From an optimization exercise on the open Yosys and OpenROAD flow, aimed at small area, a short achievable clock period and few clock cycles per item; shortcuts taken in it are not production practice.
In this exercise RTL edits were held to simulation tests only and were not proved equivalent to the original.

== rev 12 ==
// lwis_alu
module lwis_alu (
    input  wire        clk,
    input  wire        rst,         
    input  wire        in_valid,
    output wire        in_ready,
    input  wire [3:0]  op,
    input  wire [1:0]  last_src,    
    input  wire [31:0] src0,
    input  wire [31:0] src1,
    input  wire [31:0] src2,
    input  wire [31:0] src3,
    output reg         out_valid,
    output reg  [31:0] result,
    output reg  [31:0] remainder,
    output reg         fault
);
Size: about 4800 cells after synthesis, ~250 flip-flops.
clock: 11.0 ns
lec_check: 0
abc_area: 1
cap_margin: 30
core_margin: 2
core_utilization: 40
slew_margin: 30
standard.sh (not shown) runs the stock make flow with config.mk's settings and CLKGATE_MAP_FILE= SYNTH_SCRIPT=/design/flow/synth_recipe.tcl, a recipe that flattens the netlist after the stock synthesis.
==> flow/flow/run.sh <==
#!/bin/bash
set -euo pipefail
bash standard.sh SETUP_SLACK_MARGIN=7.0 \
    "BUFFER_PORTS_ARGS=-buffer_cell sky130_fd_sc_hd__buf_2" \
    finish > standard.log 2>&1
Testbench counts of rev 12, summed over its fixed seeds: cycles 25,099, items 12,000.
The following lists how rev 13 was set up differently from rev 12:
-- flow/design.v --
<<< rev 12, line 182
        end
    end
    wire [31:0] wb_in = in_ready ? src1 : C;
    wire [4:0]  kb_nx = topidx(wb_in);
    wire        pb_nx = pow2(wb_in);
    wire [4:0]  ka_in = topidx(src0);
    wire        pa_in = pow2(src0);
    wire        zb_nx = (wb_in == 32'd0);
    wire        za_in = (src0 == 32'd0);
    wire        qz_in = (src0 < src1);    
    wire        qz_nx = (iter && first) ? (!cy || (kb_nx != 5'd0)) :
                        (za_nx || (ka_nx < kb_nx));
    assign in_ready = rdy;
    wire fin = busy && (k_div ? (fz || dfix || (!iter && (qzero || (pb && more == 2'd0)))) :
>>> rev 13, line 182
        end
    end
    wire [4:0]  kb_s1 = topidx(src1);
    wire        pb_s1 = pow2(src1);
    wire        zb_s1 = (src1 == 32'd0);
    wire [4:0]  kb_c  = topidx(C);
    wire        pb_c  = pow2(C);
    wire        zb_c  = (C == 32'd0);
    wire [4:0]  ka_in = topidx(src0);
    wire        pa_in = pow2(src0);
    wire        za_in = (src0 == 32'd0);
    wire        qz_in = (src0 < src1);    
    wire        qz_nx = (iter && first) ? (!cy || (kb_c != 5'd0)) :
                        (za_nx || (ka_nx < kb_c));
    assign in_ready = rdy;
    wire fin = busy && (k_div ? (fz || dfix || (!iter && (qzero || (pb && more == 2'd0)))) :
<<< rev 12, line 201
        if (k_div)
            will_fin = div_done && ((more == 2'd0) ? iter :
                                    (qz_nx || (pb_nx && more == 2'd1)));
        else if (k_mul)
            will_fin = (!mcpa && !k_ms && mul_done && (more == 2'd0)) ||
                       ((mcpa || k_ms) && (more != 2'd0) &&
                        (((more == 2'd1) && pb_nx) || zb_nx));
        else
            will_fin = (more == 2'd1);
>>> rev 13, line 203
        if (k_div)
            will_fin = div_done && ((more == 2'd0) ? iter :
                                    (qz_nx || (pb_c && more == 2'd1)));
        else if (k_mul)
            will_fin = (!mcpa && !k_ms && mul_done && (more == 2'd0)) ||
                       ((mcpa || k_ms) && (more != 2'd0) &&
                        (((more == 2'd1) && pb_c) || zb_c));
        else
            will_fin = (more == 2'd1);
<<< rev 12, line 217
    always @(*) begin
        case (op)
            OP_DIV:  in_fin = in_zero || qz_in || ((last_src == 2'd1) && pb_nx);
            OP_MUL:  in_fin = ((last_src == 2'd1) && (pa_in || pb_nx)) ||
                              za_in || zb_nx;
            OP_ADD,
            OP_SUB:  in_fin = (last_src == 2'd1);
>>> rev 13, line 219
    always @(*) begin
        case (op)
            OP_DIV:  in_fin = in_zero || qz_in || ((last_src == 2'd1) && pb_s1);
            OP_MUL:  in_fin = ((last_src == 2'd1) && (pa_in || pb_s1)) ||
                              za_in || zb_s1;
            OP_ADD,
            OP_SUB:  in_fin = (last_src == 2'd1);
<<< rev 12, line 316
                    mcpa   <= 1'b0;
                    iter   <= 1'b0;
                    k_ms   <= pb_nx;
                    ms_b   <= 1'b0;
                    ms_k   <= 1'b1;
                    ms_z   <= zb_nx;
                    kb     <= kb_nx;
                end
            end else if (k_div) begin
>>> rev 13, line 318
                    mcpa   <= 1'b0;
                    iter   <= 1'b0;
                    k_ms   <= pb_c;
                    ms_b   <= 1'b0;
                    ms_k   <= 1'b1;
                    ms_z   <= zb_c;
                    kb     <= kb_c;
                end
            end else if (k_div) begin
<<< rev 12, line 335
                    ka        <= ka_nx;
                    za        <= za_nx;
                    kb        <= kb_nx;
                    pb        <= pb_nx;
                    qz        <= qz_nx;
                    ms        <= 1'b0;
>>> rev 13, line 337
                    ka        <= ka_nx;
                    za        <= za_nx;
                    kb        <= kb_c;
                    pb        <= pb_c;
                    qz        <= qz_nx;
                    ms        <= 1'b0;
<<< rev 12, line 373
            iter  <= 1'b0;
            mcpa  <= 1'b0;
            k_ms  <= (op == OP_MUL) && (pa_in || pb_nx);
            ms_b  <= pb_nx ? swap : !swap;
            ms_k  <= pb_nx;
            ms_z  <= za_in || zb_nx;
            dfix  <= 1'b0;
            ms    <= 1'b0;
>>> rev 13, line 375
            iter  <= 1'b0;
            mcpa  <= 1'b0;
            k_ms  <= (op == OP_MUL) && (pa_in || pb_s1);
            ms_b  <= pb_s1 ? swap : !swap;
            ms_k  <= pb_s1;
            ms_z  <= za_in || zb_s1;
            dfix  <= 1'b0;
            ms    <= 1'b0;
<<< rev 12, line 382
            ka    <= ka_in;
            za    <= za_in;
            kb    <= kb_nx;
            pb    <= pb_nx;
            C     <= src2;
            D     <= src3;
>>> rev 13, line 384
            ka    <= ka_in;
            za    <= za_in;
            kb    <= kb_s1;
            pb    <= pb_s1;
            C     <= src2;
            D     <= src3;
Results
Non-clock buffer count for rev 13 is lower than for rev 12. Rev 13 reports a lower post-route fraction of the period consumed by the critical path than rev 12 does. Taking rev 12 as the reference point, the routing usage on met2 of rev 13 rises by 1.4 points. Post-synthesis share of cell area spent on and, or, nand and nor gates essentially unchanged between rev 13 and rev 12. In rev 13, adder and majority gate portion of the synthesized area is lower than in rev 12. Comparing rev 13 and rev 12, the higher data arrival time of the critical path is on rev 12. Layout clock buffer count on rev 13 is up relative to rev 12. In the tables for rev 13 and rev 12, area after synthesis reads higher with rev 13.
Testbench counts of rev 13, summed over its fixed seeds: cycles 25,099, items 12,000.

-- port drivers added, routing unchanged --
How much do the figures lean on ideal ports? The routed layouts below were timed once more, with nothing changed but the port constraints. Step 1 (the two cells are an assumption about what drives the block):
set clk [get_ports {clk}]
set_driving_cell -lib_cell sky130_fd_sc_hd__clkbuf_16 $clk
set_driving_cell -lib_cell sky130_fd_sc_hd__buf_2 [delete_from_list [all_inputs] $clk]
Step 2 times the ports against the registers' clock, not the clock port: input delays grow and output delays shrink by t, the midpoint of the rising clock arrivals with the driver on. a / b / c = ideal / step 1 / step 2; a / b = the first two.
| run | t, ns | setup WS [ns] | worst hold slack (ns) | worst data-port slew with drivers (ns) | pins driven straight from the clock port |
|---|---|---|---|---|---|
| rev 12 | 0.653 | 6.682 / 6.712 / 6.071 | 0.515 / 0.515 / 0.515 | 0.09 | 1 |
| rev 13 | 0.657 | 6.870 / 6.901 / 6.245 | 0.504 / 0.504 / 0.504 | 0.06 | 1 |
After both steps every run listed still meets setup and hold. For rev 13, which loses most, drivers alone change the setup slack by +0.031 ns; drivers and shift together by -0.625 ns.
